Source: an optimization exercise on an open RTL-to-GDS flow (aim: small area, a short achievable clock period and few clock cycles per item). Production flows keep margins and buffers that such runs may drop. Power is estimated from default activity; no workload was simulated.

old:
==> flow/design.v (excerpt) <==
module tcp_rx (
    input  wire        clk,
    input  wire        rst,
    input  wire        start,
    output wire        ready,
    input  wire        raw,
    input  wire [31:0] src_addr,
    input  wire [31:0] dst_addr,
    input  wire [15:0] len,
    input  wire        in_valid,
    output wire        in_ready,
    input  wire [31:0] in_data,
    output reg         done,
    output reg  [1:0]  result,
    output reg  [15:0] csum,
    output reg  [2:0]  seg_class,
    output reg  [15:0] payload_len,
    output reg  [15:0] sport,
    output reg  [15:0] dport,
    output reg  [31:0] seq_num,
    output reg  [31:0] ack_num,
    output reg  [3:0]  doff,
    output reg  [5:0]  flags,
    output reg  [15:0] window,
    output reg  [15:0] cksum_field,
    output reg  [15:0] urg_ptr
);
    localparam [1:0] RES_OK        = 2'd0;
    localparam [1:0] RES_MALFORMED = 2'd1;
  ...
clock: 11.0 ns
lec_check: 0
cap_margin: 20
core_margin: 2
core_utilization: 40
place_density: 0.6
slew_margin: 20
standard.sh (not shown) runs the stock make flow with config.mk's settings and CLKGATE_MAP_FILE= SYNTH_SCRIPT=/design/flow/synth_recipe.tcl, a recipe that flattens the netlist after the stock synthesis.
==> flow/flow/run.sh <==
#!/bin/bash
# Layout flow: the standard ORFS flow (standard.sh) with these changes:
# - ports buffered by the smallest plain buffer (buf_1) instead of the
#   delay-cell buffer buffer_ports picks by default;
# - timing repair aimed at a setup margin below the clock period, so the
#   resizer works on the paths that set the achieved period; that
#   timing repair only resizes cells, swaps pins and removes buffers
#   (SETUP_MOVE_SEQUENCE), it inserts no buffers;
# - clock tree synthesis without dummy loads, with sink clusters of up to
#   25 registers.
# The make output goes to standard.log; each ORFS step writes its own log
# under orfs/logs/.
set -euo pipefail
bash standard.sh \
  "BUFFER_PORTS_ARGS=-buffer_cell sky130_fd_sc_hd__buf_1" \
  "SETUP_SLACK_MARGIN=7.7" \
  "SETUP_MOVE_SEQUENCE=unbuffer,sizeup,swap" \
  "CTS_ARGS=-sink_clustering_enable -repair_clock_nets -dont_use_dummy_load -sink_clustering_size 25 -sink_clustering_max_diameter 150" \
  finish > standard.log 2>&1
old completed every stage of the flow, and the final layout passed the timing, DRC and antenna checks.
Setup changes, old to new
==> flow/flow/run.sh <==
#!/bin/bash
# Layout flow: the standard ORFS flow (standard.sh) with these changes:
# - ports buffered by the smallest plain buffer (buf_1) instead of the
#   delay-cell buffer buffer_ports picks by default;
# - timing repair aimed at a setup margin below the clock period, so the
#   resizer works on the paths that set the achieved period;
# - clock tree synthesis without dummy loads.
# The make output goes to standard.log; each ORFS step writes its own log
# under orfs/logs/.
set -euo pipefail
bash standard.sh \
  "BUFFER_PORTS_ARGS=-buffer_cell sky130_fd_sc_hd__buf_1" \
  "SETUP_SLACK_MARGIN=7.7" \
  "CTS_ARGS=-sink_clustering_enable -repair_clock_nets -dont_use_dummy_load -sink_clustering_size 25 -sink_clustering_max_diameter 150" \
  finish > standard.log 2>&1
## What came out
Share of total power in the clock network essentially unchanged between old and new.
Re growth of design area from synthesis to finish: old and new aren't equal, and the higher value belongs to new.
Summary of new over old: register share of the cell area now smaller, number of vias in the routed layout now larger.
Relative to old, highest fanout seen on the critical path decreased by 63 in new.
new reports its worst setup path startpoint as payload_len[1] while old reports ready_q.
The cell internal power dissipation of new was inferior to that of old.
new: wire length about 2.8% above old
Reported for old and new, total of endpoints with negative setup slack in the final report turned out identical to the last digit.
Setup slack: new better than old
Looking at share of final-layout standard cells stronger than drive strength 1, new sits 4.8 points higher than old does.
Function was not checked in any run of this note: the RTL went through the layout flow alone.

* * *

tcp_rx, a different RTL version from the one above (not shown whole).
Size: ~920 cells after synthesis, about 310 I/O pins, ~0.012 mm2 of cells after synthesis.
clock: 11.0 ns
lec_check: 0
abc_clock_period_in_ps: 3000
cap_margin: 20
core_margin: 2
core_utilization: 40
place_density: 0.6
slew_margin: 20
==> flow/flow/run.sh <==
#!/bin/bash
# Layout flow: the standard ORFS flow (standard.sh) with these changes:
# - ports buffered by the smallest plain buffer (buf_1) instead of the
#   delay-cell buffer buffer_ports picks by default;
# - timing repair aimed at a setup margin below the clock period, so the
#   resizer works on the paths that set the achieved period;
# - clock tree synthesis without dummy loads.
# The make output goes to standard.log; each ORFS step writes its own log
# under orfs/logs/.
set -euo pipefail
bash standard.sh \
  "BUFFER_PORTS_ARGS=-buffer_cell sky130_fd_sc_hd__buf_1" \
  "SETUP_SLACK_MARGIN=7.8" \
  "CTS_ARGS=-sink_clustering_enable -repair_clock_nets -dont_use_dummy_load -sink_clustering_size 20 -sink_clustering_max_diameter 80" \
  finish > standard.log 2>&1
Rerun with:
--- a/flow/flow/run.sh
+++ b/flow/flow/run.sh
@@ -11,5 +11,5 @@
 bash standard.sh \
   "BUFFER_PORTS_ARGS=-buffer_cell sky130_fd_sc_hd__buf_1" \
-  "SETUP_SLACK_MARGIN=7.8" \
+  "SETUP_SLACK_MARGIN=0.0" \
   "CTS_ARGS=-sink_clustering_enable -repair_clock_nets -dont_use_dummy_load -sink_clustering_size 20 -sink_clustering_max_diameter 80" \
   finish > standard.log 2>&1
Settings changed: ABC_CLOCK_PERIOD_IN_PS 3000 to not set.
=>
- critical path depth went up by 7
- die area stays the same
- clock-buffer cell count is unchanged
- design area decreases by roughly a tenth
- worst setup slack gets worse by 980 ps
- routed wire length came out lower by a few percent
- area after synthesis is unchanged
- cell count shrinks by a few percent
Rerun with:
--- a/flow/flow/run.sh
+++ b/flow/flow/run.sh
@@ -11,5 +11,5 @@
 bash standard.sh \
   "BUFFER_PORTS_ARGS=-buffer_cell sky130_fd_sc_hd__buf_1" \
-  "SETUP_SLACK_MARGIN=0.0" \
-  "CTS_ARGS=-sink_clustering_enable -repair_clock_nets -dont_use_dummy_load -sink_clustering_size 20 -sink_clustering_max_diameter 80" \
+  "SETUP_SLACK_MARGIN=7.8" \
+  "CTS_ARGS=-sink_clustering_enable -repair_clock_nets -dont_use_dummy_load -sink_clustering_size 30 -sink_clustering_max_diameter 100" \
   finish > standard.log 2>&1
The changed run finished with timing, DRC and antenna clean.
Hold slack got worse by 55 ps.
Sequential cell count is unchanged.
Core utilization grows by 4.5 points.
Worst setup slack is better by 980 ps.
Count of clock-buffer cells in the layout went down by 4.
Design area came out higher by roughly a tenth.
Routed wire length is higher by a few percent.
Rerun with:
==> flow/flow/run.sh (replaced) <==
#!/bin/bash
# Layout flow: the standard ORFS flow (standard.sh), with the ports
# buffered by the smallest plain buffer (buf_1) instead of the delay-cell
# buffer buffer_ports picks by default, and with timing repair aimed at a
# setup margin below the clock period so the resizer works on the paths
# that set the achieved period. The make output goes to standard.log; each
# ORFS step writes its own log under orfs/logs/.
set -euo pipefail
bash standard.sh \
  "BUFFER_PORTS_ARGS=-buffer_cell sky130_fd_sc_hd__buf_1" \
  "SETUP_SLACK_MARGIN=${MARGIN:-7.8}" \
  finish > standard.log 2>&1
Via count grows slightly.
Power grows by about a fifth.
Setup slack gets worse by 27 ps.
Synthesized area does not change.
Routed wire length grows slightly.
Utilization grows by 1.8 points.
Synthesized cell count stays the same.
Non-clock buffer count shrinks by 8.
Final area grows by a few percent.
Register-to-register slack is about the same.
Function was not checked in any run of this note: the RTL went through the layout flow alone.

[afterwards: timing with drivers on the ports]
Ports are ideal in the flow. The routed layouts listed here were re-timed in OpenROAD.
Step 1 (the two cells are an assumption about what drives the block):
set clk [get_ports {clk}]
set_driving_cell -lib_cell sky130_fd_sc_hd__clkbuf_16 $clk
set_driving_cell -lib_cell sky130_fd_sc_hd__buf_2 [delete_from_list [all_inputs] $clk]
Step 2, shift: input delay + t, output delay - t, t = (earliest + latest rising clock arrival at the registers) / 2. This alone moves slack from input paths to output paths.
Slacks: no drivers / after step 1 / after step 2; pairs: no drivers / after step 1.
run | t, ns | slack for setup (ns) | worst setup path at the end | worst slew at a driven data input, ns | cell pins on the clock port's net
old | 0.527 | 7.256 / 7.202 / 6.988 | input to register | 0.08 | 1
new | 0.524 | 7.684 / 7.631 / 7.188 | input to register | 0.08 | 1
the first run of note 2 | 0.547 | 7.677 / 7.628 / 7.172 | input to register | 0.09 | 1
the second run of note 2 | 0.542 | 6.701 / 6.701 / 6.701 | register to register | 0.09 | 1
the third run of note 2 | 0.530 | 7.684 / 7.637 / 7.188 | input to register | 0.10 | 1
the fourth run of note 2 | 0.597 | 7.657 / 7.607 / 7.145 | input to register | 0.08 | 1
After both steps setup and hold are still met in every run listed. The setup slack of the fourth run of note 2, which loses most, moves by -0.050 ns with the drivers and by -0.512 ns with both steps.
